Background: an optimization exercise with open tools, aiming at small area, a short achievable clock period and few clock cycles per item. Do not read the settings as production practice.
Function was checked by simulation only, so behaviour that the tests miss may differ from the original.
No activity file was given, so power comes from the tool's default toggle rates.

==> flow/design.v, too long to show whole: its modules and the start of the top module <==
// module mul_unit: 1181 lines
// module mul_unit_pp: 10 lines
// module mul_unit_ppn: 9 lines
// module mul_unit_fa: 10 lines
// module mul_unit_fa1: 9 lines
// module mul_unit_ha: 9 lines
// module mul_unit_add64: 11 lines
// module mul_unit_add32c: 12 lines
// module mul_unit_pfx32: 230 lines
// module mul_unit_bk32: 151 lines
// module mul_unit_bk64: 309 lines
module mul_unit (
    input  wire        clk,
    input  wire        rst,         
    input  wire        in_valid,
    output wire        in_ready,
    input  wire [31:0] a,
    input  wire [31:0] b,
    input  wire [31:0] c,
    input  wire [5:0]  shift,
    input  wire        signed_op,
    input  wire        trunc,
    output reg         out_valid,
    output reg  [63:0] r,
    output reg         ovf32
);
  // ...
==> flow/flow/run.sh <==
#!/bin/bash
set -euo pipefail
MARGIN=$(cat flow/margin.txt)
bash standard.sh synth > synth.log 2>&1
RESULTS=orfs/results/${FLOW_PLATFORM}/mul_unit/base openroad -no_init -exit flow/downsize.tcl > downsize.log 2>&1
touch orfs/results/${FLOW_PLATFORM}/mul_unit/base/1_synth.sdc
bash standard.sh SETUP_SLACK_MARGIN=$MARGIN finish > layout.log 2>&1
==> flow/flow/downsize.tcl <==
# Resize every combinational cell of the synthesized netlist to the smallest
# drive strength of its kind (registers and their cell types stay as
# synthesis made them); the layout's timing repair then sizes up only the
# cells its paths need.
set results $::env(RESULTS)
read_db $results/1_synth.odb
set db [ord::get_db]
set n 0
set before 0.0
set after 0.0
foreach inst [[ord::get_db_block] getInsts] {
  set m [$inst getMaster]
  set name [$m getName]
  if {![regexp {^(sky130_fd_sc_hd__[a-z0-9]+)_(\d+)$} $name -> base drive]} { continue }
  if {[regexp {df|dl|sdf|edf|conb|tap|fill|decap|clkbuf|clkinv|clkdly|dlygate|dlymetal|probe|lpflow} $base]} { continue }
  set best ""
  set bestw 1e9
  foreach d {1 0 2} {
    set cand [$db findMaster ${base}_$d]
    if {$cand eq "NULL" || $cand eq ""} { continue }
    if {[$cand getWidth] < $bestw} { set best $cand; set bestw [$cand getWidth] }
  }
  if {$best eq "" || [$best getName] eq $name} { continue }
  if {[$best getWidth] >= [$m getWidth]} { continue }
  if {[$inst swapMaster $best]} { incr n }
}
puts "downsized $n instances"
write_db $results/1_synth.odb
==> flow/flow/margin.txt <==
13.7
==> flow/standard.sh <==
#!/bin/bash
# synth_recipe.tcl (not shown) runs the flow's synth.tcl, then flattens the netlist and writes it again
# the make line also repeats each setting of config.mk as NAME=value (left out here)
make -C /OpenROAD-flow-scripts/flow DESIGN_CONFIG=/design/flow/config.mk WORK_HOME=/design/flow/orfs CLKGATE_MAP_FILE= SYNTH_SCRIPT=/design/flow/synth_recipe.tcl "${@:-finish}"
==> flow/config.mk <==
export PLATFORM = sky130hd
export DESIGN_NAME = mul_unit
export DESIGN_NICKNAME = mul_unit
export VERILOG_FILES = /design/flow/design.v
export SDC_FILE = /design/flow/constraint.sdc
export NUM_CORES = 4
export LEC_CHECK = 0
export CAP_MARGIN = 20
export CORE_MARGIN = 2
export CORE_UTILIZATION = 55
export SLEW_MARGIN = 20
export SYNTH_HIERARCHICAL = 1
==> flow/constraint.sdc <==
create_clock -name core_clock -period 19.0 [get_ports {clk}]
set_input_delay 3.8000 -clock core_clock [delete_from_list [all_inputs] [get_ports {clk}]]
set_output_delay 3.8000 -clock core_clock [all_outputs]
set_load 0.01 [all_outputs]
==> run summary, run 1 <==
* Status: no timing/DRC/antenna violations
* Leakage at 17.1 nW
* Clk cell area share at between 3 and 4%
* DIE AREA at ~0.074 mm2
* Syn_area_per_cell at roughly 11 um2
* Reg2reg setup slack at 14060 ps
* Clk_skew at approximately 24 ps
* Worst hold stages at 0
* CTS tree: yes
* Top pwr grp: combinational logic
* Hold Crit Start: c1[15]
* Final Util at around three fifths
* RD Place Congestion at 0.965
* Endpoints failing setup at 0
* Total Wirelength at 131000 um
* CP Cell Sequence: clkdlybuf4s50_1
* All-Layer GR Usage at 35.0%
* Tot Pwr at 9.96 mW
* Met1 wire length at 46700 um
* Pwr dens at roughly 230 mW/mm2
* TritonRoute pass-1 iters at 7
* HPWL after detailed placement at 82700 um
* NonClk Buf Share at 5.31%
* Cell family with the largest share of critical-path delay: buffers and inverters
* Critical-path top delay cell: clkdlybuf4s50_1
* Sequential Power Share at 16.0%
Testbench counts, summed over its fixed seeds: cycles 16,032, ops 16,000.
==> inputs of run 2 (changes only) <==
--- a/flow/design.v
+++ b/flow/design.v
@@ -90,3 +90,3 @@
     wire hs31, hk32;
-    mul_unit_ha u_hs31 (.a(fk22), .b(hk24), .s(hs31), .co(hk32));
+    mul_unit_ha u_hs31 (.a(fk22), .b(fs29), .s(hs31), .co(hk32));
     wire fs33, fk34;
@@ -540,13 +540,13 @@
     wire fs481, fk482;
-    mul_unit_fa u_fs481 (.a(pp[0][32]), .b(pp[1][30]), .c(pp[2][28]), .s(fs481), .co(fk482));
+    mul_unit_fa u_fs481 (.a(pp16[0]), .b(pp[0][32]), .c(pp[1][30]), .s(fs481), .co(fk482));
     wire fs483, fk484;
-    mul_unit_fa u_fs483 (.a(pp[3][26]), .b(pp[4][24]), .c(pp[5][22]), .s(fs483), .co(fk484));
+    mul_unit_fa u_fs483 (.a(pp[2][28]), .b(pp[3][26]), .c(pp[4][24]), .s(fs483), .co(fk484));
     wire fs485, fk486;
-    mul_unit_fa u_fs485 (.a(pp[6][20]), .b(pp[7][18]), .c(pp[8][16]), .s(fs485), .co(fk486));
+    mul_unit_fa u_fs485 (.a(pp[5][22]), .b(pp[6][20]), .c(pp[7][18]), .s(fs485), .co(fk486));
     wire fs487, fk488;
-    mul_unit_fa u_fs487 (.a(pp[9][14]), .b(pp[10][12]), .c(pp[11][10]), .s(fs487), .co(fk488));
+    mul_unit_fa u_fs487 (.a(pp[8][16]), .b(pp[9][14]), .c(pp[10][12]), .s(fs487), .co(fk488));
     wire fs489, fk490;
-    mul_unit_fa u_fs489 (.a(pp[12][8]), .b(pp[13][6]), .c(pp[14][4]), .s(fs489), .co(fk490));
+    mul_unit_fa u_fs489 (.a(pp[11][10]), .b(pp[12][8]), .c(pp[13][6]), .s(fs489), .co(fk490));
     wire fs491, fk492;
-    mul_unit_fa u_fs491 (.a(pp[15][2]), .b(pp16[0]), .c(fk452), .s(fs491), .co(fk492));
+    mul_unit_fa u_fs491 (.a(pp[14][4]), .b(pp[15][2]), .c(fk452), .s(fs491), .co(fk492));
     wire fs493, fk494;
@@ -570,13 +570,13 @@
     wire fs511, fk512;
-    mul_unit_fa u_fs511 (.a(pp[1][31]), .b(pp[2][29]), .c(pp[3][27]), .s(fs511), .co(fk512));
+    mul_unit_fa u_fs511 (.a(pp16[1]), .b(pp[1][31]), .c(pp[2][29]), .s(fs511), .co(fk512));
     wire fs513, fk514;
-    mul_unit_fa u_fs513 (.a(pp[4][25]), .b(pp[5][23]), .c(pp[6][21]), .s(fs513), .co(fk514));
+    mul_unit_fa u_fs513 (.a(pp[3][27]), .b(pp[4][25]), .c(pp[5][23]), .s(fs513), .co(fk514));
     wire fs515, fk516;
-    mul_unit_fa u_fs515 (.a(pp[7][19]), .b(pp[8][17]), .c(pp[9][15]), .s(fs515), .co(fk516));
+    mul_unit_fa u_fs515 (.a(pp[6][21]), .b(pp[7][19]), .c(pp[8][17]), .s(fs515), .co(fk516));
     wire fs517, fk518;
-    mul_unit_fa u_fs517 (.a(pp[10][13]), .b(pp[11][11]), .c(pp[12][9]), .s(fs517), .co(fk518));
+    mul_unit_fa u_fs517 (.a(pp[9][15]), .b(pp[10][13]), .c(pp[11][11]), .s(fs517), .co(fk518));
     wire fs519, fk520;
-    mul_unit_fa u_fs519 (.a(pp[13][7]), .b(pp[14][5]), .c(pp[15][3]), .s(fs519), .co(fk520));
+    mul_unit_fa u_fs519 (.a(pp[12][9]), .b(pp[13][7]), .c(pp[14][5]), .s(fs519), .co(fk520));
     wire fs521, fk522;
-    mul_unit_fa u_fs521 (.a(pp16[1]), .b(pp[0][33]), .c(fk482), .s(fs521), .co(fk522));
+    mul_unit_fa u_fs521 (.a(pp[15][3]), .b(pp[0][33]), .c(fk482), .s(fs521), .co(fk522));
     wire fs523, fk524;
@@ -600,13 +600,13 @@
     wire fs541, fk542;
-    mul_unit_fa u_fs541 (.a(pp[1][32]), .b(pp[2][30]), .c(pp[3][28]), .s(fs541), .co(fk542));
+    mul_unit_fa u_fs541 (.a(pp16[2]), .b(pp[1][32]), .c(pp[2][30]), .s(fs541), .co(fk542));
     wire fs543, fk544;
-    mul_unit_fa u_fs543 (.a(pp[4][26]), .b(pp[5][24]), .c(pp[6][22]), .s(fs543), .co(fk544));
+    mul_unit_fa u_fs543 (.a(pp[3][28]), .b(pp[4][26]), .c(pp[5][24]), .s(fs543), .co(fk544));
     wire fs545, fk546;
-    mul_unit_fa u_fs545 (.a(pp[7][20]), .b(pp[8][18]), .c(pp[9][16]), .s(fs545), .co(fk546));
+    mul_unit_fa u_fs545 (.a(pp[6][22]), .b(pp[7][20]), .c(pp[8][18]), .s(fs545), .co(fk546));
     wire fs547, fk548;
-    mul_unit_fa u_fs547 (.a(pp[10][14]), .b(pp[11][12]), .c(pp[12][10]), .s(fs547), .co(fk548));
+    mul_unit_fa u_fs547 (.a(pp[9][16]), .b(pp[10][14]), .c(pp[11][12]), .s(fs547), .co(fk548));
     wire fs549, fk550;
-    mul_unit_fa u_fs549 (.a(pp[13][8]), .b(pp[14][6]), .c(pp[15][4]), .s(fs549), .co(fk550));
+    mul_unit_fa u_fs549 (.a(pp[12][10]), .b(pp[13][8]), .c(pp[14][6]), .s(fs549), .co(fk550));
     wire fs551, fk552;
-    mul_unit_fa u_fs551 (.a(pp16[2]), .b(pp[0][33]), .c(fk512), .s(fs551), .co(fk552));
+    mul_unit_fa u_fs551 (.a(pp[15][4]), .b(pp[0][33]), .c(fk512), .s(fs551), .co(fk552));
     wire fs553, fk554;
@@ -630,11 +630,11 @@
     wire fs571, fk572;
-    mul_unit_fa u_fs571 (.a(pp[2][31]), .b(pp[3][29]), .c(pp[4][27]), .s(fs571), .co(fk572));
+    mul_unit_fa u_fs571 (.a(pp16[3]), .b(pp[2][31]), .c(pp[3][29]), .s(fs571), .co(fk572));
     wire fs573, fk574;
-    mul_unit_fa u_fs573 (.a(pp[5][25]), .b(pp[6][23]), .c(pp[7][21]), .s(fs573), .co(fk574));
+    mul_unit_fa u_fs573 (.a(pp[4][27]), .b(pp[5][25]), .c(pp[6][23]), .s(fs573), .co(fk574));
     wire fs575, fk576;
-    mul_unit_fa u_fs575 (.a(pp[8][19]), .b(pp[9][17]), .c(pp[10][15]), .s(fs575), .co(fk576));
+    mul_unit_fa u_fs575 (.a(pp[7][21]), .b(pp[8][19]), .c(pp[9][17]), .s(fs575), .co(fk576));
     wire fs577, fk578;
-    mul_unit_fa u_fs577 (.a(pp[11][13]), .b(pp[12][11]), .c(pp[13][9]), .s(fs577), .co(fk578));
+    mul_unit_fa u_fs577 (.a(pp[10][15]), .b(pp[11][13]), .c(pp[12][11]), .s(fs577), .co(fk578));
     wire fs579, fk580;
-    mul_unit_fa u_fs579 (.a(pp[14][7]), .b(pp[15][5]), .c(pp16[3]), .s(fs579), .co(fk580));
+    mul_unit_fa u_fs579 (.a(pp[13][9]), .b(pp[14][7]), .c(pp[15][5]), .s(fs579), .co(fk580));
     wire fs581, fk582;
@@ -660,13 +660,13 @@
     wire gs601, gk602;
-    mul_unit_fa1 u_gs601 (.a(pp[2][32]), .b(pp[3][30]), .s(gs601), .co(gk602));
+    mul_unit_fa1 u_gs601 (.a(pp16[4]), .b(pp[2][32]), .s(gs601), .co(gk602));
     wire fs603, fk604;
-    mul_unit_fa u_fs603 (.a(pp[4][28]), .b(pp[5][26]), .c(pp[6][24]), .s(fs603), .co(fk604));
+    mul_unit_fa u_fs603 (.a(pp[3][30]), .b(pp[4][28]), .c(pp[5][26]), .s(fs603), .co(fk604));
     wire fs605, fk606;
-    mul_unit_fa u_fs605 (.a(pp[7][22]), .b(pp[8][20]), .c(pp[9][18]), .s(fs605), .co(fk606));
+    mul_unit_fa u_fs605 (.a(pp[6][24]), .b(pp[7][22]), .c(pp[8][20]), .s(fs605), .co(fk606));
     wire fs607, fk608;
-    mul_unit_fa u_fs607 (.a(pp[10][16]), .b(pp[11][14]), .c(pp[12][12]), .s(fs607), .co(fk608));
+    mul_unit_fa u_fs607 (.a(pp[9][18]), .b(pp[10][16]), .c(pp[11][14]), .s(fs607), .co(fk608));
     wire fs609, fk610;
-    mul_unit_fa u_fs609 (.a(pp[13][10]), .b(pp[14][8]), .c(pp[15][6]), .s(fs609), .co(fk610));
+    mul_unit_fa u_fs609 (.a(pp[12][12]), .b(pp[13][10]), .c(pp[14][8]), .s(fs609), .co(fk610));
     wire fs611, fk612;
-    mul_unit_fa u_fs611 (.a(pp16[4]), .b(gs601), .c(fk572), .s(fs611), .co(fk612));
+    mul_unit_fa u_fs611 (.a(pp[15][6]), .b(gs601), .c(fk572), .s(fs611), .co(fk612));
     wire fs613, fk614;
@@ -690,11 +690,11 @@
     wire fs631, fk632;
-    mul_unit_fa u_fs631 (.a(pp[3][31]), .b(pp[4][29]), .c(pp[5][27]), .s(fs631), .co(fk632));
+    mul_unit_fa u_fs631 (.a(pp16[5]), .b(pp[3][31]), .c(pp[4][29]), .s(fs631), .co(fk632));
     wire fs633, fk634;
-    mul_unit_fa u_fs633 (.a(pp[6][25]), .b(pp[7][23]), .c(pp[8][21]), .s(fs633), .co(fk634));
+    mul_unit_fa u_fs633 (.a(pp[5][27]), .b(pp[6][25]), .c(pp[7][23]), .s(fs633), .co(fk634));
     wire fs635, fk636;
-    mul_unit_fa u_fs635 (.a(pp[9][19]), .b(pp[10][17]), .c(pp[11][15]), .s(fs635), .co(fk636));
+    mul_unit_fa u_fs635 (.a(pp[8][21]), .b(pp[9][19]), .c(pp[10][17]), .s(fs635), .co(fk636));
     wire fs637, fk638;
-    mul_unit_fa u_fs637 (.a(pp[12][13]), .b(pp[13][11]), .c(pp[14][9]), .s(fs637), .co(fk638));
+    mul_unit_fa u_fs637 (.a(pp[11][15]), .b(pp[12][13]), .c(pp[13][11]), .s(fs637), .co(fk638));
     wire fs639, fk640;
-    mul_unit_fa u_fs639 (.a(pp[15][7]), .b(pp16[5]), .c(pps[2]), .s(fs639), .co(fk640));
+    mul_unit_fa u_fs639 (.a(pp[14][9]), .b(pp[15][7]), .c(pps[2]), .s(fs639), .co(fk640));
     wire fs641, fk642;
@@ -718,11 +718,11 @@
     wire gs659, gk660;
-    mul_unit_fa1 u_gs659 (.a(pp[3][32]), .b(pp[4][30]), .s(gs659), .co(gk660));
+    mul_unit_fa1 u_gs659 (.a(pp16[6]), .b(pp[3][32]), .s(gs659), .co(gk660));
     wire fs661, fk662;
-    mul_unit_fa u_fs661 (.a(pp[5][28]), .b(pp[6][26]), .c(pp[7][24]), .s(fs661), .co(fk662));
+    mul_unit_fa u_fs661 (.a(pp[4][30]), .b(pp[5][28]), .c(pp[6][26]), .s(fs661), .co(fk662));
     wire fs663, fk664;
-    mul_unit_fa u_fs663 (.a(pp[8][22]), .b(pp[9][20]), .c(pp[10][18]), .s(fs663), .co(fk664));
+    mul_unit_fa u_fs663 (.a(pp[7][24]), .b(pp[8][22]), .c(pp[9][20]), .s(fs663), .co(fk664));
     wire fs665, fk666;
-    mul_unit_fa u_fs665 (.a(pp[11][16]), .b(pp[12][14]), .c(pp[13][12]), .s(fs665), .co(fk666));
+    mul_unit_fa u_fs665 (.a(pp[10][18]), .b(pp[11][16]), .c(pp[12][14]), .s(fs665), .co(fk666));
     wire fs667, fk668;
-    mul_unit_fa u_fs667 (.a(pp[14][10]), .b(pp[15][8]), .c(pp16[6]), .s(fs667), .co(fk668));
+    mul_unit_fa u_fs667 (.a(pp[13][12]), .b(pp[14][10]), .c(pp[15][8]), .s(fs667), .co(fk668));
     wire fs669, fk670;
@@ -746,11 +746,11 @@
     wire fs687, fk688;
-    mul_unit_fa u_fs687 (.a(pp[4][31]), .b(pp[5][29]), .c(pp[6][27]), .s(fs687), .co(fk688));
+    mul_unit_fa u_fs687 (.a(pp16[7]), .b(pp[4][31]), .c(pp[5][29]), .s(fs687), .co(fk688));
     wire fs689, fk690;
-    mul_unit_fa u_fs689 (.a(pp[7][25]), .b(pp[8][23]), .c(pp[9][21]), .s(fs689), .co(fk690));
+    mul_unit_fa u_fs689 (.a(pp[6][27]), .b(pp[7][25]), .c(pp[8][23]), .s(fs689), .co(fk690));
     wire fs691, fk692;
-    mul_unit_fa u_fs691 (.a(pp[10][19]), .b(pp[11][17]), .c(pp[12][15]), .s(fs691), .co(fk692));
+    mul_unit_fa u_fs691 (.a(pp[9][21]), .b(pp[10][19]), .c(pp[11][17]), .s(fs691), .co(fk692));
     wire fs693, fk694;
-    mul_unit_fa u_fs693 (.a(pp[13][13]), .b(pp[14][11]), .c(pp[15][9]), .s(fs693), .co(fk694));
+    mul_unit_fa u_fs693 (.a(pp[12][15]), .b(pp[13][13]), .c(pp[14][11]), .s(fs693), .co(fk694));
     wire fs695, fk696;
-    mul_unit_fa u_fs695 (.a(pp16[7]), .b(pps[3]), .c(gk660), .s(fs695), .co(fk696));
+    mul_unit_fa u_fs695 (.a(pp[15][9]), .b(pps[3]), .c(gk660), .s(fs695), .co(fk696));
     wire fs697, fk698;
@@ -772,11 +772,11 @@
     wire gs713, gk714;
-    mul_unit_fa1 u_gs713 (.a(pp[4][32]), .b(pp[5][30]), .s(gs713), .co(gk714));
+    mul_unit_fa1 u_gs713 (.a(pp16[8]), .b(pp[4][32]), .s(gs713), .co(gk714));
     wire fs715, fk716;
-    mul_unit_fa u_fs715 (.a(pp[6][28]), .b(pp[7][26]), .c(pp[8][24]), .s(fs715), .co(fk716));
+    mul_unit_fa u_fs715 (.a(pp[5][30]), .b(pp[6][28]), .c(pp[7][26]), .s(fs715), .co(fk716));
     wire fs717, fk718;
-    mul_unit_fa u_fs717 (.a(pp[9][22]), .b(pp[10][20]), .c(pp[11][18]), .s(fs717), .co(fk718));
+    mul_unit_fa u_fs717 (.a(pp[8][24]), .b(pp[9][22]), .c(pp[10][20]), .s(fs717), .co(fk718));
     wire fs719, fk720;
-    mul_unit_fa u_fs719 (.a(pp[12][16]), .b(pp[13][14]), .c(pp[14][12]), .s(fs719), .co(fk720));
+    mul_unit_fa u_fs719 (.a(pp[11][18]), .b(pp[12][16]), .c(pp[13][14]), .s(fs719), .co(fk720));
     wire fs721, fk722;
-    mul_unit_fa u_fs721 (.a(pp[15][10]), .b(pp16[8]), .c(gs713), .s(fs721), .co(fk722));
+    mul_unit_fa u_fs721 (.a(pp[14][12]), .b(pp[15][10]), .c(gs713), .s(fs721), .co(fk722));
     wire fs723, fk724;
@@ -798,9 +798,9 @@
     wire fs739, fk740;
-    mul_unit_fa u_fs739 (.a(pp[5][31]), .b(pp[6][29]), .c(pp[7][27]), .s(fs739), .co(fk740));
+    mul_unit_fa u_fs739 (.a(pp16[9]), .b(pp[5][31]), .c(pp[6][29]), .s(fs739), .co(fk740));
     wire fs741, fk742;
-    mul_unit_fa u_fs741 (.a(pp[8][25]), .b(pp[9][23]), .c(pp[10][21]), .s(fs741), .co(fk742));
+    mul_unit_fa u_fs741 (.a(pp[7][27]), .b(pp[8][25]), .c(pp[9][23]), .s(fs741), .co(fk742));
     wire fs743, fk744;
-    mul_unit_fa u_fs743 (.a(pp[11][19]), .b(pp[12][17]), .c(pp[13][15]), .s(fs743), .co(fk744));
+    mul_unit_fa u_fs743 (.a(pp[10][21]), .b(pp[11][19]), .c(pp[12][17]), .s(fs743), .co(fk744));
     wire fs745, fk746;
-    mul_unit_fa u_fs745 (.a(pp[14][13]), .b(pp[15][11]), .c(pp16[9]), .s(fs745), .co(fk746));
+    mul_unit_fa u_fs745 (.a(pp[13][15]), .b(pp[14][13]), .c(pp[15][11]), .s(fs745), .co(fk746));
     wire fs747, fk748;
@@ -822,11 +822,11 @@
     wire gs763, gk764;
-    mul_unit_fa1 u_gs763 (.a(pp[5][32]), .b(pp[6][30]), .s(gs763), .co(gk764));
+    mul_unit_fa1 u_gs763 (.a(pp16[10]), .b(pp[5][32]), .s(gs763), .co(gk764));
     wire fs765, fk766;
-    mul_unit_fa u_fs765 (.a(pp[7][28]), .b(pp[8][26]), .c(pp[9][24]), .s(fs765), .co(fk766));
+    mul_unit_fa u_fs765 (.a(pp[6][30]), .b(pp[7][28]), .c(pp[8][26]), .s(fs765), .co(fk766));
     wire fs767, fk768;
-    mul_unit_fa u_fs767 (.a(pp[10][22]), .b(pp[11][20]), .c(pp[12][18]), .s(fs767), .co(fk768));
+    mul_unit_fa u_fs767 (.a(pp[9][24]), .b(pp[10][22]), .c(pp[11][20]), .s(fs767), .co(fk768));
     wire fs769, fk770;
-    mul_unit_fa u_fs769 (.a(pp[13][16]), .b(pp[14][14]), .c(pp[15][12]), .s(fs769), .co(fk770));
+    mul_unit_fa u_fs769 (.a(pp[12][18]), .b(pp[13][16]), .c(pp[14][14]), .s(fs769), .co(fk770));
     wire fs771, fk772;
-    mul_unit_fa u_fs771 (.a(pp16[10]), .b(gs763), .c(fk740), .s(fs771), .co(fk772));
+    mul_unit_fa u_fs771 (.a(pp[15][12]), .b(gs763), .c(fk740), .s(fs771), .co(fk772));
     wire fs773, fk774;
@@ -846,9 +846,9 @@
     wire fs787, fk788;
-    mul_unit_fa u_fs787 (.a(pp[6][31]), .b(pp[7][29]), .c(pp[8][27]), .s(fs787), .co(fk788));
+    mul_unit_fa u_fs787 (.a(pp16[11]), .b(pp[6][31]), .c(pp[7][29]), .s(fs787), .co(fk788));
     wire fs789, fk790;
-    mul_unit_fa u_fs789 (.a(pp[9][25]), .b(pp[10][23]), .c(pp[11][21]), .s(fs789), .co(fk790));
+    mul_unit_fa u_fs789 (.a(pp[8][27]), .b(pp[9][25]), .c(pp[10][23]), .s(fs789), .co(fk790));
     wire fs791, fk792;
-    mul_unit_fa u_fs791 (.a(pp[12][19]), .b(pp[13][17]), .c(pp[14][15]), .s(fs791), .co(fk792));
+    mul_unit_fa u_fs791 (.a(pp[11][21]), .b(pp[12][19]), .c(pp[13][17]), .s(fs791), .co(fk792));
     wire fs793, fk794;
-    mul_unit_fa u_fs793 (.a(pp[15][13]), .b(pp16[11]), .c(pps[5]), .s(fs793), .co(fk794));
+    mul_unit_fa u_fs793 (.a(pp[14][15]), .b(pp[15][13]), .c(pps[5]), .s(fs793), .co(fk794));
     wire fs795, fk796;
@@ -868,9 +868,9 @@
     wire gs809, gk810;
-    mul_unit_fa1 u_gs809 (.a(pp[6][32]), .b(pp[7][30]), .s(gs809), .co(gk810));
+    mul_unit_fa1 u_gs809 (.a(pp16[12]), .b(pp[6][32]), .s(gs809), .co(gk810));
     wire fs811, fk812;
-    mul_unit_fa u_fs811 (.a(pp[8][28]), .b(pp[9][26]), .c(pp[10][24]), .s(fs811), .co(fk812));
+    mul_unit_fa u_fs811 (.a(pp[7][30]), .b(pp[8][28]), .c(pp[9][26]), .s(fs811), .co(fk812));
     wire fs813, fk814;
-    mul_unit_fa u_fs813 (.a(pp[11][22]), .b(pp[12][20]), .c(pp[13][18]), .s(fs813), .co(fk814));
+    mul_unit_fa u_fs813 (.a(pp[10][24]), .b(pp[11][22]), .c(pp[12][20]), .s(fs813), .co(fk814));
     wire fs815, fk816;
-    mul_unit_fa u_fs815 (.a(pp[14][16]), .b(pp[15][14]), .c(pp16[12]), .s(fs815), .co(fk816));
+    mul_unit_fa u_fs815 (.a(pp[13][18]), .b(pp[14][16]), .c(pp[15][14]), .s(fs815), .co(fk816));
     wire fs817, fk818;
@@ -890,9 +890,9 @@
     wire fs831, fk832;
-    mul_unit_fa u_fs831 (.a(pp[7][31]), .b(pp[8][29]), .c(pp[9][27]), .s(fs831), .co(fk832));
+    mul_unit_fa u_fs831 (.a(pp16[13]), .b(pp[7][31]), .c(pp[8][29]), .s(fs831), .co(fk832));
     wire fs833, fk834;
-    mul_unit_fa u_fs833 (.a(pp[10][25]), .b(pp[11][23]), .c(pp[12][21]), .s(fs833), .co(fk834));
+    mul_unit_fa u_fs833 (.a(pp[9][27]), .b(pp[10][25]), .c(pp[11][23]), .s(fs833), .co(fk834));
     wire fs835, fk836;
-    mul_unit_fa u_fs835 (.a(pp[13][19]), .b(pp[14][17]), .c(pp[15][15]), .s(fs835), .co(fk836));
+    mul_unit_fa u_fs835 (.a(pp[12][21]), .b(pp[13][19]), .c(pp[14][17]), .s(fs835), .co(fk836));
     wire fs837, fk838;
-    mul_unit_fa u_fs837 (.a(pp16[13]), .b(pps[6]), .c(gk810), .s(fs837), .co(fk838));
+    mul_unit_fa u_fs837 (.a(pp[15][15]), .b(pps[6]), .c(gk810), .s(fs837), .co(fk838));
     wire fs839, fk840;
@@ -910,9 +910,9 @@
     wire gs851, gk852;
-    mul_unit_fa1 u_gs851 (.a(pp[7][32]), .b(pp[8][30]), .s(gs851), .co(gk852));
+    mul_unit_fa1 u_gs851 (.a(pp16[14]), .b(pp[7][32]), .s(gs851), .co(gk852));
     wire fs853, fk854;
-    mul_unit_fa u_fs853 (.a(pp[9][28]), .b(pp[10][26]), .c(pp[11][24]), .s(fs853), .co(fk854));
+    mul_unit_fa u_fs853 (.a(pp[8][30]), .b(pp[9][28]), .c(pp[10][26]), .s(fs853), .co(fk854));
     wire fs855, fk856;
-    mul_unit_fa u_fs855 (.a(pp[12][22]), .b(pp[13][20]), .c(pp[14][18]), .s(fs855), .co(fk856));
+    mul_unit_fa u_fs855 (.a(pp[11][24]), .b(pp[12][22]), .c(pp[13][20]), .s(fs855), .co(fk856));
     wire fs857, fk858;
-    mul_unit_fa u_fs857 (.a(pp[15][16]), .b(pp16[14]), .c(gs851), .s(fs857), .co(fk858));
+    mul_unit_fa u_fs857 (.a(pp[14][18]), .b(pp[15][16]), .c(gs851), .s(fs857), .co(fk858));
     wire fs859, fk860;
@@ -930,7 +930,7 @@
     wire fs871, fk872;
-    mul_unit_fa u_fs871 (.a(pp[8][31]), .b(pp[9][29]), .c(pp[10][27]), .s(fs871), .co(fk872));
+    mul_unit_fa u_fs871 (.a(pp16[15]), .b(pp[8][31]), .c(pp[9][29]), .s(fs871), .co(fk872));
     wire fs873, fk874;
-    mul_unit_fa u_fs873 (.a(pp[11][25]), .b(pp[12][23]), .c(pp[13][21]), .s(fs873), .co(fk874));
+    mul_unit_fa u_fs873 (.a(pp[10][27]), .b(pp[11][25]), .c(pp[12][23]), .s(fs873), .co(fk874));
     wire fs875, fk876;
-    mul_unit_fa u_fs875 (.a(pp[14][19]), .b(pp[15][17]), .c(pp16[15]), .s(fs875), .co(fk876));
+    mul_unit_fa u_fs875 (.a(pp[13][21]), .b(pp[14][19]), .c(pp[15][17]), .s(fs875), .co(fk876));
     wire fs877, fk878;
@@ -942,3 +942,3 @@
     wire fs883, fk884;
-    mul_unit_fa u_fs883 (.a(fs877), .b(fk862), .c(fs879), .s(fs883), .co(fk884));
+    mul_unit_fa u_fs883 (.a(fs877), .b(fs879), .c(fk862), .s(fs883), .co(fk884));
     wire fs885, fk886;
@@ -948,9 +948,9 @@
     wire gs889, gk890;
-    mul_unit_fa1 u_gs889 (.a(pp[8][32]), .b(pp[9][30]), .s(gs889), .co(gk890));
+    mul_unit_fa1 u_gs889 (.a(pp16[16]), .b(pp[8][32]), .s(gs889), .co(gk890));
     wire fs891, fk892;
-    mul_unit_fa u_fs891 (.a(pp[10][28]), .b(pp[11][26]), .c(pp[12][24]), .s(fs891), .co(fk892));
+    mul_unit_fa u_fs891 (.a(pp[9][30]), .b(pp[10][28]), .c(pp[11][26]), .s(fs891), .co(fk892));
     wire fs893, fk894;
-    mul_unit_fa u_fs893 (.a(pp[13][22]), .b(pp[14][20]), .c(pp[15][18]), .s(fs893), .co(fk894));
+    mul_unit_fa u_fs893 (.a(pp[12][24]), .b(pp[13][22]), .c(pp[14][20]), .s(fs893), .co(fk894));
     wire fs895, fk896;
-    mul_unit_fa u_fs895 (.a(pp16[16]), .b(gs889), .c(fk872), .s(fs895), .co(fk896));
+    mul_unit_fa u_fs895 (.a(pp[15][18]), .b(gs889), .c(fk872), .s(fs895), .co(fk896));
     wire fs897, fk898;
@@ -962,3 +962,3 @@
     wire fs903, fk904;
-    mul_unit_fa u_fs903 (.a(fk884), .b(fs899), .c(fs901), .s(fs903), .co(fk904));
+    mul_unit_fa u_fs903 (.a(fs899), .b(fk884), .c(fs901), .s(fs903), .co(fk904));
     wire hs905, hk906;
@@ -966,7 +966,7 @@
     wire fs907, fk908;
-    mul_unit_fa u_fs907 (.a(pp[9][31]), .b(pp[10][29]), .c(pp[11][27]), .s(fs907), .co(fk908));
+    mul_unit_fa u_fs907 (.a(pp16[17]), .b(pp[9][31]), .c(pp[10][29]), .s(fs907), .co(fk908));
     wire fs909, fk910;
-    mul_unit_fa u_fs909 (.a(pp[12][25]), .b(pp[13][23]), .c(pp[14][21]), .s(fs909), .co(fk910));
+    mul_unit_fa u_fs909 (.a(pp[11][27]), .b(pp[12][25]), .c(pp[13][23]), .s(fs909), .co(fk910));
     wire fs911, fk912;
-    mul_unit_fa u_fs911 (.a(pp[15][19]), .b(pp16[17]), .c(pps[8]), .s(fs911), .co(fk912));
+    mul_unit_fa u_fs911 (.a(pp[14][21]), .b(pp[15][19]), .c(pps[8]), .s(fs911), .co(fk912));
     wire fs913, fk914;
@@ -982,7 +982,7 @@
     wire gs923, gk924;
-    mul_unit_fa1 u_gs923 (.a(pp[9][32]), .b(pp[10][30]), .s(gs923), .co(gk924));
+    mul_unit_fa1 u_gs923 (.a(pp16[18]), .b(pp[9][32]), .s(gs923), .co(gk924));
     wire fs925, fk926;
-    mul_unit_fa u_fs925 (.a(pp[11][28]), .b(pp[12][26]), .c(pp[13][24]), .s(fs925), .co(fk926));
+    mul_unit_fa u_fs925 (.a(pp[10][30]), .b(pp[11][28]), .c(pp[12][26]), .s(fs925), .co(fk926));
     wire fs927, fk928;
-    mul_unit_fa u_fs927 (.a(pp[14][22]), .b(pp[15][20]), .c(pp16[18]), .s(fs927), .co(fk928));
+    mul_unit_fa u_fs927 (.a(pp[13][24]), .b(pp[14][22]), .c(pp[15][20]), .s(fs927), .co(fk928));
     wire fs929, fk930;
@@ -998,7 +998,7 @@
     wire fs939, fk940;
-    mul_unit_fa u_fs939 (.a(pp[10][31]), .b(pp[11][29]), .c(pp[12][27]), .s(fs939), .co(fk940));
+    mul_unit_fa u_fs939 (.a(pp16[19]), .b(pp[10][31]), .c(pp[11][29]), .s(fs939), .co(fk940));
     wire fs941, fk942;
-    mul_unit_fa u_fs941 (.a(pp[13][25]), .b(pp[14][23]), .c(pp[15][21]), .s(fs941), .co(fk942));
+    mul_unit_fa u_fs941 (.a(pp[12][27]), .b(pp[13][25]), .c(pp[14][23]), .s(fs941), .co(fk942));
     wire fs943, fk944;
-    mul_unit_fa u_fs943 (.a(pp16[19]), .b(pps[9]), .c(gk924), .s(fs943), .co(fk944));
+    mul_unit_fa u_fs943 (.a(pp[15][21]), .b(pps[9]), .c(gk924), .s(fs943), .co(fk944));
     wire fs945, fk946;
@@ -1012,7 +1012,7 @@
     wire gs953, gk954;
-    mul_unit_fa1 u_gs953 (.a(pp[10][32]), .b(pp[11][30]), .s(gs953), .co(gk954));
+    mul_unit_fa1 u_gs953 (.a(pp16[20]), .b(pp[10][32]), .s(gs953), .co(gk954));
     wire fs955, fk956;
-    mul_unit_fa u_fs955 (.a(pp[12][28]), .b(pp[13][26]), .c(pp[14][24]), .s(fs955), .co(fk956));
+    mul_unit_fa u_fs955 (.a(pp[11][30]), .b(pp[12][28]), .c(pp[13][26]), .s(fs955), .co(fk956));
     wire fs957, fk958;
-    mul_unit_fa u_fs957 (.a(pp[15][22]), .b(pp16[20]), .c(gs953), .s(fs957), .co(fk958));
+    mul_unit_fa u_fs957 (.a(pp[14][24]), .b(pp[15][22]), .c(gs953), .s(fs957), .co(fk958));
     wire fs959, fk960;
@@ -1026,5 +1026,5 @@
     wire fs967, fk968;
-    mul_unit_fa u_fs967 (.a(pp[11][31]), .b(pp[12][29]), .c(pp[13][27]), .s(fs967), .co(fk968));
+    mul_unit_fa u_fs967 (.a(pp16[21]), .b(pp[11][31]), .c(pp[12][29]), .s(fs967), .co(fk968));
     wire fs969, fk970;
-    mul_unit_fa u_fs969 (.a(pp[14][25]), .b(pp[15][23]), .c(pp16[21]), .s(fs969), .co(fk970));
+    mul_unit_fa u_fs969 (.a(pp[13][27]), .b(pp[14][25]), .c(pp[15][23]), .s(fs969), .co(fk970));
     wire fs971, fk972;
@@ -1038,7 +1038,7 @@
     wire gs979, gk980;
-    mul_unit_fa1 u_gs979 (.a(pp[11][32]), .b(pp[12][30]), .s(gs979), .co(gk980));
+    mul_unit_fa1 u_gs979 (.a(pp16[22]), .b(pp[11][32]), .s(gs979), .co(gk980));
     wire fs981, fk982;
-    mul_unit_fa u_fs981 (.a(pp[13][28]), .b(pp[14][26]), .c(pp[15][24]), .s(fs981), .co(fk982));
+    mul_unit_fa u_fs981 (.a(pp[12][30]), .b(pp[13][28]), .c(pp[14][26]), .s(fs981), .co(fk982));
     wire fs983, fk984;
-    mul_unit_fa u_fs983 (.a(pp16[22]), .b(gs979), .c(fk968), .s(fs983), .co(fk984));
+    mul_unit_fa u_fs983 (.a(pp[15][24]), .b(gs979), .c(fk968), .s(fs983), .co(fk984));
     wire fs985, fk986;
@@ -1050,5 +1050,5 @@
     wire fs991, fk992;
-    mul_unit_fa u_fs991 (.a(pp[12][31]), .b(pp[13][29]), .c(pp[14][27]), .s(fs991), .co(fk992));
+    mul_unit_fa u_fs991 (.a(pp16[23]), .b(pp[12][31]), .c(pp[13][29]), .s(fs991), .co(fk992));
     wire fs993, fk994;
-    mul_unit_fa u_fs993 (.a(pp[15][25]), .b(pp16[23]), .c(pps[11]), .s(fs993), .co(fk994));
+    mul_unit_fa u_fs993 (.a(pp[14][27]), .b(pp[15][25]), .c(pps[11]), .s(fs993), .co(fk994));
     wire fs995, fk996;
@@ -1060,5 +1060,5 @@
     wire gs1001, gk1002;
-    mul_unit_fa1 u_gs1001 (.a(pp[12][32]), .b(pp[13][30]), .s(gs1001), .co(gk1002));
+    mul_unit_fa1 u_gs1001 (.a(pp16[24]), .b(pp[12][32]), .s(gs1001), .co(gk1002));
     wire fs1003, fk1004;
-    mul_unit_fa u_fs1003 (.a(pp[14][28]), .b(pp[15][26]), .c(pp16[24]), .s(fs1003), .co(fk1004));
+    mul_unit_fa u_fs1003 (.a(pp[13][30]), .b(pp[14][28]), .c(pp[15][26]), .s(fs1003), .co(fk1004));
     wire fs1005, fk1006;
@@ -1070,5 +1070,5 @@
     wire fs1011, fk1012;
-    mul_unit_fa u_fs1011 (.a(pp[13][31]), .b(pp[14][29]), .c(pp[15][27]), .s(fs1011), .co(fk1012));
+    mul_unit_fa u_fs1011 (.a(pp16[25]), .b(pp[13][31]), .c(pp[14][29]), .s(fs1011), .co(fk1012));
     wire fs1013, fk1014;
-    mul_unit_fa u_fs1013 (.a(pp16[25]), .b(pps[12]), .c(gk1002), .s(fs1013), .co(fk1014));
+    mul_unit_fa u_fs1013 (.a(pp[15][27]), .b(pps[12]), .c(gk1002), .s(fs1013), .co(fk1014));
     wire fs1015, fk1016;
@@ -1078,5 +1078,5 @@
     wire gs1019, gk1020;
-    mul_unit_fa1 u_gs1019 (.a(pp[13][32]), .b(pp[14][30]), .s(gs1019), .co(gk1020));
+    mul_unit_fa1 u_gs1019 (.a(pp16[26]), .b(pp[13][32]), .s(gs1019), .co(gk1020));
     wire fs1021, fk1022;
-    mul_unit_fa u_fs1021 (.a(pp[15][28]), .b(pp16[26]), .c(gs1019), .s(fs1021), .co(fk1022));
+    mul_unit_fa u_fs1021 (.a(pp[14][30]), .b(pp[15][28]), .c(gs1019), .s(fs1021), .co(fk1022));
     wire fs1023, fk1024;
@@ -1086,3 +1086,3 @@
     wire fs1027, fk1028;
-    mul_unit_fa u_fs1027 (.a(pp[14][31]), .b(pp[15][29]), .c(pp16[27]), .s(fs1027), .co(fk1028));
+    mul_unit_fa u_fs1027 (.a(pp16[27]), .b(pp[14][31]), .c(pp[15][29]), .s(fs1027), .co(fk1028));
     wire fs1029, fk1030;
@@ -1092,5 +1092,5 @@
     wire gs1033, gk1034;
-    mul_unit_fa1 u_gs1033 (.a(pp[14][32]), .b(pp[15][30]), .s(gs1033), .co(gk1034));
+    mul_unit_fa1 u_gs1033 (.a(pp16[28]), .b(pp[14][32]), .s(gs1033), .co(gk1034));
     wire fs1035, fk1036;
-    mul_unit_fa u_fs1035 (.a(pp16[28]), .b(gs1033), .c(fk1028), .s(fs1035), .co(fk1036));
+    mul_unit_fa u_fs1035 (.a(pp[15][30]), .b(gs1033), .c(fk1028), .s(fs1035), .co(fk1036));
     wire hs1037, hk1038;
@@ -1098,3 +1098,3 @@
     wire fs1039, fk1040;
-    mul_unit_fa u_fs1039 (.a(pp[15][31]), .b(pp16[29]), .c(pps[14]), .s(fs1039), .co(fk1040));
+    mul_unit_fa u_fs1039 (.a(pp16[29]), .b(pp[15][31]), .c(pps[14]), .s(fs1039), .co(fk1040));
     wire fs1041, fk1042;
@@ -1102,3 +1102,3 @@
     wire gs1043, gk1044;
-    mul_unit_fa1 u_gs1043 (.a(pp[15][32]), .b(pp16[30]), .s(gs1043), .co(gk1044));
+    mul_unit_fa1 u_gs1043 (.a(pp16[30]), .b(pp[15][32]), .s(gs1043), .co(gk1044));
     wire hs1045, hk1046;
@@ -1107,3 +1107,3 @@
     mul_unit_fa u_fs1047 (.a(pp16[31]), .b(pps[15]), .c(gk1044), .s(fs1047), .co(fk1048));
-    wire [63:0] ts = {hk1046, fk1042, hk1038, fk1032, hk1026, fk1018, hk1010, fk1000, hk990, fk978, hk966, fk952, hk938, fk922, hk906, fk888, hk870, fk850, hk830, fk808, hk786, fk762, hk738, fk712, hk686, fk658, hk630, fs627, fk570, fk540, fk510, hk480, hk450, hk420, hk392, fs389, hk338, hk312, hk288, hk264, hk242, hk220, hk200, hk180, fs177, hk144, hk128, hk112, hk98, hk84, fs81, hk60, hk50, fs47, fs37, fs29, fs21, fs15, fs9, fs5, hk2, pp[1][0], pp[0][1], pp[0][0]};
+    wire [63:0] ts = {hk1046, fk1042, hk1038, fk1032, hk1026, fk1018, hk1010, fk1000, hk990, fk978, hk966, fk952, hk938, fk922, hk906, fk888, hk870, fk850, hk830, fk808, hk786, fk762, hk738, fk712, hk686, fk658, hk630, fs627, fk570, fk540, fk510, hk480, hk450, hk420, hk392, fs389, hk338, hk312, hk288, hk264, hk242, hk220, hk200, hk180, fs177, hk144, hk128, hk112, hk98, hk84, fs81, hk60, hk50, fs47, fs37, hk24, fs21, fs15, fs9, fs5, hk2, pp[1][0], pp[0][1], pp[0][0]};
     wire [63:0] tc = {fs1047, hs1045, fs1041, hs1037, fs1031, hs1025, fs1017, hs1009, fs999, hs989, fs977, hs965, fs951, hs937, fs921, hs905, fs887, hs869, fs849, hs829, fs807, hs785, fs761, hs737, fs711, hs685, fs657, hs629, fs599, fs569, fs539, fs509, hs479, hs449, hs419, hs391, hs363, hs337, hs311, hs287, hs263, hs241, hs219, hs199, hs179, hs161, hs143, hs127, hs111, hs97, hs83, hs71, hs59, hs49, hs39, hs31, hs23, hs17, hs11, hs7, hs3, hs1, 1'b0, neg[0]};
@@ -1124,4 +1124,2 @@
     wire        fill = sg1 & p[63];
-    wire [63:0] lowmask = ~(64'hFFFF_FFFF_FFFF_FFFF << sh1);
-    wire        rnd_up  = tr1 & fill & (|(p & lowmask));
     wire [63:0] q32 = sh1[5] ? {{32{fill}}, p[63:32]}   : p;
@@ -1129,19 +1127,24 @@
     wire [63:0] q8  = sh1[3] ? {{8{fill}},  q16[63:8]}  : q16;
-    wire [63:0] q4  = sh1[2] ? {{4{fill}},  q8[63:4]}   : q8;
+    wire        st  = (sh1[5] & (|p[31:0])) | (sh1[4] & (|q32[15:0])) |
+                      (sh1[3] & (|q16[7:0]));
     reg [63:0] q2;
     reg [31:0] c2;
-    reg [1:0]  sh2;
-    reg        sg2, rn2, f2;
+    reg [2:0]  sh2;
+    reg        sg2, tr2, st2, f2;
     always @(posedge clk) begin
-        q2  <= q4;
+        q2  <= q8;
         f2  <= fill;
         c2  <= c1;
-        sh2 <= sh1[1:0];
+        sh2 <= sh1[2:0];
         sg2 <= sg1;
-        rn2 <= rnd_up;
+        tr2 <= tr1;
+        st2 <= st;
     end
-    wire [63:0] q1 = sh2[1] ? {{2{f2}}, q2[63:2]} : q2;
+    wire [63:0] q4 = sh2[2] ? {{4{f2}}, q2[63:4]} : q2;
+    wire [63:0] q1 = sh2[1] ? {{2{f2}}, q4[63:2]} : q4;
     wire [63:0] q  = sh2[0] ? {f2, q1[63:1]}      : q1;
+    wire st3 = st2 | (sh2[2] & (|q2[3:0])) | (sh2[1] & (|q4[1:0])) | (sh2[0] & q1[0]);
+    wire rn  = tr2 & f2 & st3;
     wire [32:0] lo;
-    mul_unit_add32c u_lo (.x(q[31:0]), .y(c2), .ci(rn2), .s(lo));
+    mul_unit_add32c u_lo (.x(q[31:0]), .y(c2), .ci(rn), .s(lo));
     wire        cy = lo[32];
@@ -1256,162 +1259,116 @@
 );
-    wire a0_1 = x[1] & x[0];
-    wire z0_1 = ~x[1] & ~x[0];
-    wire a0_3 = x[3] & x[2];
-    wire z0_3 = ~x[3] & ~x[2];
-    wire a0_5 = x[5] & x[4];
-    wire z0_5 = ~x[5] & ~x[4];
-    wire a0_7 = x[7] & x[6];
-    wire z0_7 = ~x[7] & ~x[6];
-    wire a0_9 = x[9] & x[8];
-    wire z0_9 = ~x[9] & ~x[8];
-    wire a0_11 = x[11] & x[10];
-    wire z0_11 = ~x[11] & ~x[10];
-    wire a0_13 = x[13] & x[12];
-    wire z0_13 = ~x[13] & ~x[12];
-    wire a0_15 = x[15] & x[14];
-    wire z0_15 = ~x[15] & ~x[14];
-    wire a0_17 = x[17] & x[16];
-    wire z0_17 = ~x[17] & ~x[16];
-    wire a0_19 = x[19] & x[18];
-    wire z0_19 = ~x[19] & ~x[18];
-    wire a0_21 = x[21] & x[20];
-    wire z0_21 = ~x[21] & ~x[20];
-    wire a0_23 = x[23] & x[22];
-    wire z0_23 = ~x[23] & ~x[22];
-    wire a0_25 = x[25] & x[24];
-    wire z0_25 = ~x[25] & ~x[24];
-    wire a0_27 = x[27] & x[26];
-    wire z0_27 = ~x[27] & ~x[26];
-    wire a0_29 = x[29] & x[28];
-    wire z0_29 = ~x[29] & ~x[28];
-    wire a0_31 = x[31] & x[30];
-    wire z0_31 = ~x[31] & ~x[30];
-    wire a1_2 = x[2] & a0_1;
-    wire z1_2 = ~x[2] & z0_1;
-    wire a1_3 = a0_3 & a0_1;
-    wire z1_3 = z0_3 & z0_1;
-    wire a1_6 = x[6] & a0_5;
-    wire z1_6 = ~x[6] & z0_5;
-    wire a1_7 = a0_7 & a0_5;
-    wire z1_7 = z0_7 & z0_5;
-    wire a1_10 = x[10] & a0_9;
-    wire z1_10 = ~x[10] & z0_9;
-    wire a1_11 = a0_11 & a0_9;
-    wire z1_11 = z0_11 & z0_9;
-    wire a1_14 = x[14] & a0_13;
-    wire z1_14 = ~x[14] & z0_13;
-    wire a1_15 = a0_15 & a0_13;
-    wire z1_15 = z0_15 & z0_13;
-    wire a1_18 = x[18] & a0_17;
-    wire z1_18 = ~x[18] & z0_17;
-    wire a1_19 = a0_19 & a0_17;
-    wire z1_19 = z0_19 & z0_17;
-    wire a1_22 = x[22] & a0_21;
-    wire z1_22 = ~x[22] & z0_21;
-    wire a1_23 = a0_23 & a0_21;
-    wire z1_23 = z0_23 & z0_21;
-    wire a1_26 = x[26] & a0_25;
-    wire z1_26 = ~x[26] & z0_25;
-    wire a1_27 = a0_27 & a0_25;
-    wire z1_27 = z0_27 & z0_25;
-    wire a1_30 = x[30] & a0_29;
-    wire z1_30 = ~x[30] & z0_29;
-    wire a1_31 = a0_31 & a0_29;
-    wire z1_31 = z0_31 & z0_29;
-    wire a2_4 = x[4] & a1_3;
-    wire z2_4 = ~x[4] & z1_3;
-    wire a2_5 = a0_5 & a1_3;
-    wire z2_5 = z0_5 & z1_3;
-    wire a2_6 = a1_6 & a1_3;
-    wire z2_6 = z1_6 & z1_3;
-    wire a2_7 = a1_7 & a1_3;
-    wire z2_7 = z1_7 & z1_3;
-    wire a2_12 = x[12] & a1_11;
-    wire z2_12 = ~x[12] & z1_11;
-    wire a2_13 = a0_13 & a1_11;
-    wire z2_13 = z0_13 & z1_11;
-    wire a2_14 = a1_14 & a1_11;
-    wire z2_14 = z1_14 & z1_11;
-    wire a2_15 = a1_15 & a1_11;
-    wire z2_15 = z1_15 & z1_11;
-    wire a2_20 = x[20] & a1_19;
-    wire z2_20 = ~x[20] & z1_19;
-    wire a2_21 = a0_21 & a1_19;
-    wire z2_21 = z0_21 & z1_19;
-    wire a2_22 = a1_22 & a1_19;
-    wire z2_22 = z1_22 & z1_19;
-    wire a2_23 = a1_23 & a1_19;
-    wire z2_23 = z1_23 & z1_19;
-    wire a2_28 = x[28] & a1_27;
-    wire z2_28 = ~x[28] & z1_27;
-    wire a2_29 = a0_29 & a1_27;
-    wire z2_29 = z0_29 & z1_27;
-    wire a2_30 = a1_30 & a1_27;
-    wire z2_30 = z1_30 & z1_27;
-    wire a2_31 = a1_31 & a1_27;
-    wire z2_31 = z1_31 & z1_27;
-    wire a3_8 = x[8] & a2_7;
-    wire z3_8 = ~x[8] & z2_7;
-    wire a3_9 = a0_9 & a2_7;
-    wire z3_9 = z0_9 & z2_7;
-    wire a3_10 = a1_10 & a2_7;
-    wire z3_10 = z1_10 & z2_7;
-    wire a3_11 = a1_11 & a2_7;
-    wire z3_11 = z1_11 & z2_7;
-    wire a3_12 = a2_12 & a2_7;
-    wire z3_12 = z2_12 & z2_7;
-    wire a3_13 = a2_13 & a2_7;
-    wire z3_13 = z2_13 & z2_7;
-    wire a3_14 = a2_14 & a2_7;
-    wire z3_14 = z2_14 & z2_7;
-    wire a3_15 = a2_15 & a2_7;
-    wire z3_15 = z2_15 & z2_7;
-    wire a3_24 = x[24] & a2_23;
-    wire z3_24 = ~x[24] & z2_23;
-    wire a3_25 = a0_25 & a2_23;
-    wire z3_25 = z0_25 & z2_23;
-    wire a3_26 = a1_26 & a2_23;
-    wire z3_26 = z1_26 & z2_23;
-    wire a3_27 = a1_27 & a2_23;
-    wire z3_27 = z1_27 & z2_23;
-    wire a3_28 = a2_28 & a2_23;
-    wire z3_28 = z2_28 & z2_23;
-    wire a3_29 = a2_29 & a2_23;
-    wire z3_29 = z2_29 & z2_23;
-    wire a3_30 = a2_30 & a2_23;
-    wire z3_30 = z2_30 & z2_23;
-    wire a3_31 = a2_31 & a2_23;
-    wire z3_31 = z2_31 & z2_23;
-    wire a4_16 = x[16] & a3_15;
-    wire z4_16 = ~x[16] & z3_15;
-    wire a4_17 = a0_17 & a3_15;
-    wire z4_17 = z0_17 & z3_15;
-    wire a4_18 = a1_18 & a3_15;
-    wire z4_18 = z1_18 & z3_15;
-    wire a4_19 = a1_19 & a3_15;
-    wire z4_19 = z1_19 & z3_15;
-    wire a4_20 = a2_20 & a3_15;
-    wire z4_20 = z2_20 & z3_15;
-    wire a4_21 = a2_21 & a3_15;
-    wire z4_21 = z2_21 & z3_15;
-    wire a4_22 = a2_22 & a3_15;
-    wire z4_22 = z2_22 & z3_15;
-    wire a4_23 = a2_23 & a3_15;
-    wire z4_23 = z2_23 & z3_15;
-    wire a4_24 = a3_24 & a3_15;
-    wire z4_24 = z3_24 & z3_15;
-    wire a4_25 = a3_25 & a3_15;
-    wire z4_25 = z3_25 & z3_15;
-    wire a4_26 = a3_26 & a3_15;
-    wire z4_26 = z3_26 & z3_15;
-    wire a4_27 = a3_27 & a3_15;
-    wire z4_27 = z3_27 & z3_15;
-    wire a4_28 = a3_28 & a3_15;
-    wire z4_28 = z3_28 & z3_15;
-    wire a4_29 = a3_29 & a3_15;
-    wire z4_29 = z3_29 & z3_15;
-    wire a4_30 = a3_30 & a3_15;
-    wire z4_30 = z3_30 & z3_15;
-    wire a4_31 = a3_31 & a3_15;
-    wire z4_31 = z3_31 & z3_15;
+    wire pa1 = x[1] & x[0];
+    wire pz1 = ~x[1] & ~x[0];
+    wire pa2 = x[3] & x[2];
+    wire pz2 = ~x[3] & ~x[2];
+    wire pa3 = x[5] & x[4];
+    wire pz3 = ~x[5] & ~x[4];
+    wire pa4 = x[7] & x[6];
+    wire pz4 = ~x[7] & ~x[6];
+    wire pa5 = x[9] & x[8];
+    wire pz5 = ~x[9] & ~x[8];
+    wire pa6 = x[11] & x[10];
+    wire pz6 = ~x[11] & ~x[10];
+    wire pa7 = x[13] & x[12];
+    wire pz7 = ~x[13] & ~x[12];
+    wire pa8 = x[15] & x[14];
+    wire pz8 = ~x[15] & ~x[14];
+    wire pa9 = x[17] & x[16];
+    wire pz9 = ~x[17] & ~x[16];
+    wire pa10 = x[19] & x[18];
+    wire pz10 = ~x[19] & ~x[18];
+    wire pa11 = x[21] & x[20];
+    wire pz11 = ~x[21] & ~x[20];
+    wire pa12 = x[23] & x[22];
+    wire pz12 = ~x[23] & ~x[22];
+    wire pa13 = x[25] & x[24];
+    wire pz13 = ~x[25] & ~x[24];
+    wire pa14 = x[27] & x[26];
+    wire pz14 = ~x[27] & ~x[26];
+    wire pa15 = x[29] & x[28];
+    wire pz15 = ~x[29] & ~x[28];
+    wire pa16 = x[31] & x[30];
+    wire pz16 = ~x[31] & ~x[30];
+    wire pa17 = pa2 & pa1;
+    wire pz17 = pz2 & pz1;
+    wire pa18 = pa4 & pa3;
+    wire pz18 = pz4 & pz3;
+    wire pa19 = pa6 & pa5;
+    wire pz19 = pz6 & pz5;
+    wire pa20 = pa8 & pa7;
+    wire pz20 = pz8 & pz7;
+    wire pa21 = pa10 & pa9;
+    wire pz21 = pz10 & pz9;
+    wire pa22 = pa12 & pa11;
+    wire pz22 = pz12 & pz11;
+    wire pa23 = pa14 & pa13;
+    wire pz23 = pz14 & pz13;
+    wire pa24 = pa16 & pa15;
+    wire pz24 = pz16 & pz15;
+    wire pa25 = pa18 & pa17;
+    wire pz25 = pz18 & pz17;
+    wire pa26 = pa20 & pa19;
+    wire pz26 = pz20 & pz19;
+    wire pa27 = pa22 & pa21;
+    wire pz27 = pz22 & pz21;
+    wire pa28 = pa24 & pa23;
+    wire pz28 = pz24 & pz23;
+    wire pa29 = pa26 & pa25;
+    wire pz29 = pz26 & pz25;
+    wire pa30 = pa28 & pa27;
+    wire pz30 = pz28 & pz27;
+    wire pa31 = pa30 & pa29;
+    wire pz31 = pz30 & pz29;
+    wire pa32 = pa27 & pa29;
+    wire pz32 = pz27 & pz29;
+    wire pa33 = pa19 & pa25;
+    wire pz33 = pz19 & pz25;
+    wire pa34 = pa21 & pa29;
+    wire pz34 = pz21 & pz29;
+    wire pa35 = pa23 & pa32;
+    wire pz35 = pz23 & pz32;
+    wire pa36 = pa3 & pa17;
+    wire pz36 = pz3 & pz17;
+    wire pa37 = pa5 & pa25;
+    wire pz37 = pz5 & pz25;
+    wire pa38 = pa7 & pa33;
+    wire pz38 = pz7 & pz33;
+    wire pa39 = pa9 & pa29;
+    wire pz39 = pz9 & pz29;
+    wire pa40 = pa11 & pa34;
+    wire pz40 = pz11 & pz34;
+    wire pa41 = pa13 & pa32;
+    wire pz41 = pz13 & pz32;
+    wire pa42 = pa15 & pa35;
+    wire pz42 = pz15 & pz35;
+    wire pa43 = x[2] & pa1;
+    wire pz43 = ~x[2] & pz1;
+    wire pa44 = x[4] & pa17;
+    wire pz44 = ~x[4] & pz17;
+    wire pa45 = x[6] & pa36;
+    wire pz45 = ~x[6] & pz36;
+    wire pa46 = x[8] & pa25;
+    wire pz46 = ~x[8] & pz25;
+    wire pa47 = x[10] & pa37;
+    wire pz47 = ~x[10] & pz37;
+    wire pa48 = x[12] & pa33;
+    wire pz48 = ~x[12] & pz33;
+    wire pa49 = x[14] & pa38;
+    wire pz49 = ~x[14] & pz38;
+    wire pa50 = x[16] & pa29;
+    wire pz50 = ~x[16] & pz29;
+    wire pa51 = x[18] & pa39;
+    wire pz51 = ~x[18] & pz39;
+    wire pa52 = x[20] & pa34;
+    wire pz52 = ~x[20] & pz34;
+    wire pa53 = x[22] & pa40;
+    wire pz53 = ~x[22] & pz40;
+    wire pa54 = x[24] & pa32;
+    wire pz54 = ~x[24] & pz32;
+    wire pa55 = x[26] & pa41;
+    wire pz55 = ~x[26] & pz41;
+    wire pa56 = x[28] & pa35;
+    wire pz56 = ~x[28] & pz35;
+    wire pa57 = x[30] & pa42;
+    wire pz57 = ~x[30] & pz42;
     assign all1[0] = 1'b1;
@@ -1420,62 +1377,62 @@
     assign all0[1] = ~x[0];
-    assign all1[2] = a0_1;
-    assign all0[2] = z0_1;
-    assign all1[3] = a1_2;
-    assign all0[3] = z1_2;
-    assign all1[4] = a1_3;
-    assign all0[4] = z1_3;
-    assign all1[5] = a2_4;
-    assign all0[5] = z2_4;
-    assign all1[6] = a2_5;
-    assign all0[6] = z2_5;
-    assign all1[7] = a2_6;
-    assign all0[7] = z2_6;
-    assign all1[8] = a2_7;
-    assign all0[8] = z2_7;
-    assign all1[9] = a3_8;
-    assign all0[9] = z3_8;
-    assign all1[10] = a3_9;
-    assign all0[10] = z3_9;
-    assign all1[11] = a3_10;
-    assign all0[11] = z3_10;
-    assign all1[12] = a3_11;
-    assign all0[12] = z3_11;
-    assign all1[13] = a3_12;
-    assign all0[13] = z3_12;
-    assign all1[14] = a3_13;
-    assign all0[14] = z3_13;
-    assign all1[15] = a3_14;
-    assign all0[15] = z3_14;
-    assign all1[16] = a3_15;
-    assign all0[16] = z3_15;
-    assign all1[17] = a4_16;
-    assign all0[17] = z4_16;
-    assign all1[18] = a4_17;
-    assign all0[18] = z4_17;
-    assign all1[19] = a4_18;
-    assign all0[19] = z4_18;
-    assign all1[20] = a4_19;
-    assign all0[20] = z4_19;
-    assign all1[21] = a4_20;
-    assign all0[21] = z4_20;
-    assign all1[22] = a4_21;
-    assign all0[22] = z4_21;
-    assign all1[23] = a4_22;
-    assign all0[23] = z4_22;
-    assign all1[24] = a4_23;
-    assign all0[24] = z4_23;
-    assign all1[25] = a4_24;
-    assign all0[25] = z4_24;
-    assign all1[26] = a4_25;
-    assign all0[26] = z4_25;
-    assign all1[27] = a4_26;
-    assign all0[27] = z4_26;
-    assign all1[28] = a4_27;
-    assign all0[28] = z4_27;
-    assign all1[29] = a4_28;
-    assign all0[29] = z4_28;
-    assign all1[30] = a4_29;
-    assign all0[30] = z4_29;
-    assign all1[31] = a4_30;
-    assign all0[31] = z4_30;
+    assign all1[2] = pa1;
+    assign all0[2] = pz1;
+    assign all1[3] = pa43;
+    assign all0[3] = pz43;
+    assign all1[4] = pa17;
+    assign all0[4] = pz17;
+    assign all1[5] = pa44;
+    assign all0[5] = pz44;
+    assign all1[6] = pa36;
+    assign all0[6] = pz36;
+    assign all1[7] = pa45;
+    assign all0[7] = pz45;
+    assign all1[8] = pa25;
+    assign all0[8] = pz25;
+    assign all1[9] = pa46;
+    assign all0[9] = pz46;
+    assign all1[10] = pa37;
+    assign all0[10] = pz37;
+    assign all1[11] = pa47;
+    assign all0[11] = pz47;
+    assign all1[12] = pa33;
+    assign all0[12] = pz33;
+    assign all1[13] = pa48;
+    assign all0[13] = pz48;
+    assign all1[14] = pa38;
+    assign all0[14] = pz38;
+    assign all1[15] = pa49;
+    assign all0[15] = pz49;
+    assign all1[16] = pa29;
+    assign all0[16] = pz29;
+    assign all1[17] = pa50;
+    assign all0[17] = pz50;
+    assign all1[18] = pa39;
+    assign all0[18] = pz39;
+    assign all1[19] = pa51;
+    assign all0[19] = pz51;
+    assign all1[20] = pa34;
+    assign all0[20] = pz34;
+    assign all1[21] = pa52;
+    assign all0[21] = pz52;
+    assign all1[22] = pa40;
+    assign all0[22] = pz40;
+    assign all1[23] = pa53;
+    assign all0[23] = pz53;
+    assign all1[24] = pa32;
+    assign all0[24] = pz32;
+    assign all1[25] = pa54;
+    assign all0[25] = pz54;
+    assign all1[26] = pa41;
+    assign all0[26] = pz41;
+    assign all1[27] = pa55;
+    assign all0[27] = pz55;
+    assign all1[28] = pa35;
+    assign all0[28] = pz35;
+    assign all1[29] = pa56;
+    assign all0[29] = pz56;
+    assign all1[30] = pa42;
+    assign all0[30] = pz42;
+    assign all1[31] = pa57;
+    assign all0[31] = pz57;
 endmodule
--- a/flow/flow/run.sh
+++ b/flow/flow/run.sh
@@ -6,2 +6,2 @@
 touch orfs/results/${FLOW_PLATFORM}/mul_unit/base/1_synth.sdc
-bash standard.sh SETUP_SLACK_MARGIN=$MARGIN finish > layout.log 2>&1
+bash standard.sh SETUP_SLACK_MARGIN=$MARGIN "BUFFER_PORTS_ARGS=-buffer_cell sky130_fd_sc_hd__buf_1" finish > layout.log 2>&1
==> flow/flow/margin.txt (replaced) <==
14.0
--- a/flow/config.mk
+++ b/flow/config.mk
@@ -9,3 +9,3 @@
 export CORE_MARGIN = 2
-export CORE_UTILIZATION = 55
+export CORE_UTILIZATION = 40
 export SLEW_MARGIN = 20
==> run 2 against run 1 <==
Compared with the run above:
- register-to-register slack better by 30 ps
- hold slack worse by 5.6 ps
- sequential share of layout area is 0.18 points higher
- combinational power is 8.8% lower
- synthesized area hardly changed
- flip-flop and latch count is 2 higher
- worst setup slack better by 310 ps
- cell count is 7.8% higher
- first-iteration DRC count is 13% lower
- critical path depth stayed put
- non-clock buffer count is 11 higher
- largest cell class unchanged
==> run summary, run 2 <==
* Status: no timing/DRC/antenna violations (unchanged)
* Final Util at 44.4% (was 61.8%)
* Initial drt markers at 3198 (was 3678)
* Post-CTS Setup Repair Bufs at 0 (unchanged)
* Clk slew on worst S/H paths at 70 ps (was 60 ps)
* Worst setup margin at 14050 ps (was 13740 ps)
* Pins Over Slew Limit at 0 (unchanged)
* DIE AREA at 0.101 mm2 (was 0.0739 mm2)
* Vias in the first global route at 31800 (was 34100)
* Critical path type: flop to primary output (unchanged)
* Dpl cell area at 0.0416 mm2 (was 0.0423 mm2)
* Final Hold Viols at 0 (unchanged)
* CTS Buffer Depth at 3 (unchanged)
* Grt ovf at 0 (unchanged)
* Num rows at 115 (was 98)
* DIE HEIGHT at 318 um (was 272 um)
* Worst Setup SP: r[60] (was r[48])
* Largest net degree at the start of global routing at 72 (was 86)
* Endpoints failing setup at 0 (unchanged)
* TritonRoute pass-1 iters at 6 (was 7)
* Worst hold stages at 0 (unchanged)
* Fmax at 202 MHz (was 190 MHz)
* Initial antenna violation count at 1 (was 0)
* Tcrit/Tclk final at 26.1% (was 27.7%)
* Slowest stage delay, CP at 340 ps (was 540 ps)
* Yosys warns at 7 (unchanged)
* Finished Cell Area at 0.0436 mm2 (was 0.0440 mm2)
* Final Net Count at 4529 (was 4498)
* CTS tree: yes (unchanged)
* Most common cell after layout, fill and taps aside: a22oi_1 (unchanged)
* Die width at 318 um (was 272 um)
* Worst Path Buf+Inv at 1 (unchanged)
* Clk_skew at 25.9 ps (was 23.6 ps)
* RD Place Congestion at 0.907 (was 0.965)
* Final hold slack at 319 ps (was 324 ps)
* Pwr dens at 215 mW/mm2 (was 226 mW/mm2)
* Cell family with the largest share of critical-path delay: flip-flops (was buffers and inverters)
* Crit path depth at 1 (unchanged)
* Total Wirelength at 132000 um (was 131000 um)
* Tmin final at 4950 ps (was 5260 ps)
* Share of post-route cells with drive strength above 1 at 9.85% (was 9.41%)
* Critical-path top delay cell: dfxtp_1 (was clkdlybuf4s50_1)
* Hold Crit Start: c1[2] (was c1[15])
* Reg2Reg Depth at 9 (was 14)
* Hold/Removal Path Class: flop to flop (unchanged)
* Gate Count Post-Synth at 3687 (was 3668)
* Setup TNS at 0 ps (unchanged)
* Leakage at 16.8 nW (was 17.1 nW)
* Crit Path Max Fanout at 1 (unchanged)
* Core box area at 0.0981 mm2 (was 0.0712 mm2)
* # DRC at 0 (unchanged)
* First-pass GRT wire length at 198000 um (was 199000 um)
* Via density at 6.00 (was 6.63)
* Routed WL per cell at 25.8 um (was 27.5 um)
* Crit end category: primary output (unchanged)
* HPWL after detailed placement at 84400 um (was 82700 um)
* All-Layer GR Usage at 25.5% (was 35.0%)
* CP Cell Sequence: buf_4 (was clkdlybuf4s50_1)
* Slew margin rel. at 23.1% (was 24.1%)
* CTS Buf Count at 52 (was 49)
* Vias after detailed routing at 30700 (was 31400)
* Worst setup SP type: flop (unchanged)
* R2R Path Start: one[7] (was sh2[0])
* Latest clock arrival within the worst-skew pair at 670 ps (was 620 ps)
* Post-route ant nets at 0 (unchanged)
* Antenna Diode Count at 0 (unchanged)
* Hold_buf cts at 0 (unchanged)
* Max-Cap Viols at 0 (unchanged)
* RSZ-0062 raised after global routing: false (unchanged)
* Syn_area_per_cell at 10.7 um2 (was 10.8 um2)
* Crit path DAT at 1150 ps (was 1460 ps)
## run 2: per-stage QoR
stage                     total power, mW  instances
final                                9.35       5116
after global routing                 10.1       5116
after CTS                            9.29       5115
after detailed placement             8.15       5017
after global placement               8.06       5017
after floorplan                      5.90       3704
## run 2: layout make-up
class / instances / area [um2] / share of cell area (%)
repair buffers: 261 / 1390 / 3.18
well taps: 1287 / 1610 / 3.69
flip-flops and latches: 461 / 9270 / 21.3
multi-input cells: 2923 / 29200 / 66.9
inverters: 86 / 330 / 0.758
clock buffers: 66 / 1400 / 3.22
clock inverters: 32 / 430 / 0.987
## run 2: report_power, final
part	switching (mW)	total (mW)	internal (mW)	leakage, nW
sequential	0.168	1.59	1.42	3.88
clock	0.453	1.07	0.617	0.884
combinational	3.88	6.70	2.82	12.0
## run 2: metal layers
| metal | routed length, um | track usage, % | part of all wire (%) | vias up |
|---|---|---|---|---|
| met3 | 13000 | 5.69 | 9.8 | 484 |
| met2 | 61500 | 42.0 | 47 | 1809 |
| met5 | 0 | 0 | 0 | - |
| li1 | - | - | - | 13300 |
| met4 | 6360 | 11.2 | 4.8 | 0 |
| met1 | 51200 | 31.9 | 39 | 15100 |
## run 2: path summary, 6_finish.rpt
kind	end	slack (ps)
setup / recovery	r[60]	14050
hold / removal	c2[2]	320
hold reg to reg	c2[2]	320
setup reg to reg	k1[37]	14090
## run 2: repair_timing
action | CTS | global route
setup endpoints to repair | 55 | 34
resized for setup | 35 | 7
cloned | 0 | 0
Testbench counts of run 2, summed over its fixed seeds: cycles 16,032, ops 16,000.

==> static timing again, ports no longer ideal <==
How much do the figures lean on ideal ports? The routed layouts below were timed once more, with nothing changed but the port constraints. Step 1 assumes that a clkbuf_16 drives the clock port and a buf_2 every other input. Step 2 times the ports against the registers' clock, not the clock port: input delays grow and output delays shrink by t, the midpoint of the rising clock arrivals with the driver on. a / b / c = ideal / step 1 / step 2; a / b = the first two.
run | t, ns | slack for setup (ns)
run 1 | 0.679 | 13.741 / 13.673 / 14.059
run 2 | 0.727 | 14.049 / 13.977 / 14.092
After both steps setup and hold are still met in every run listed.
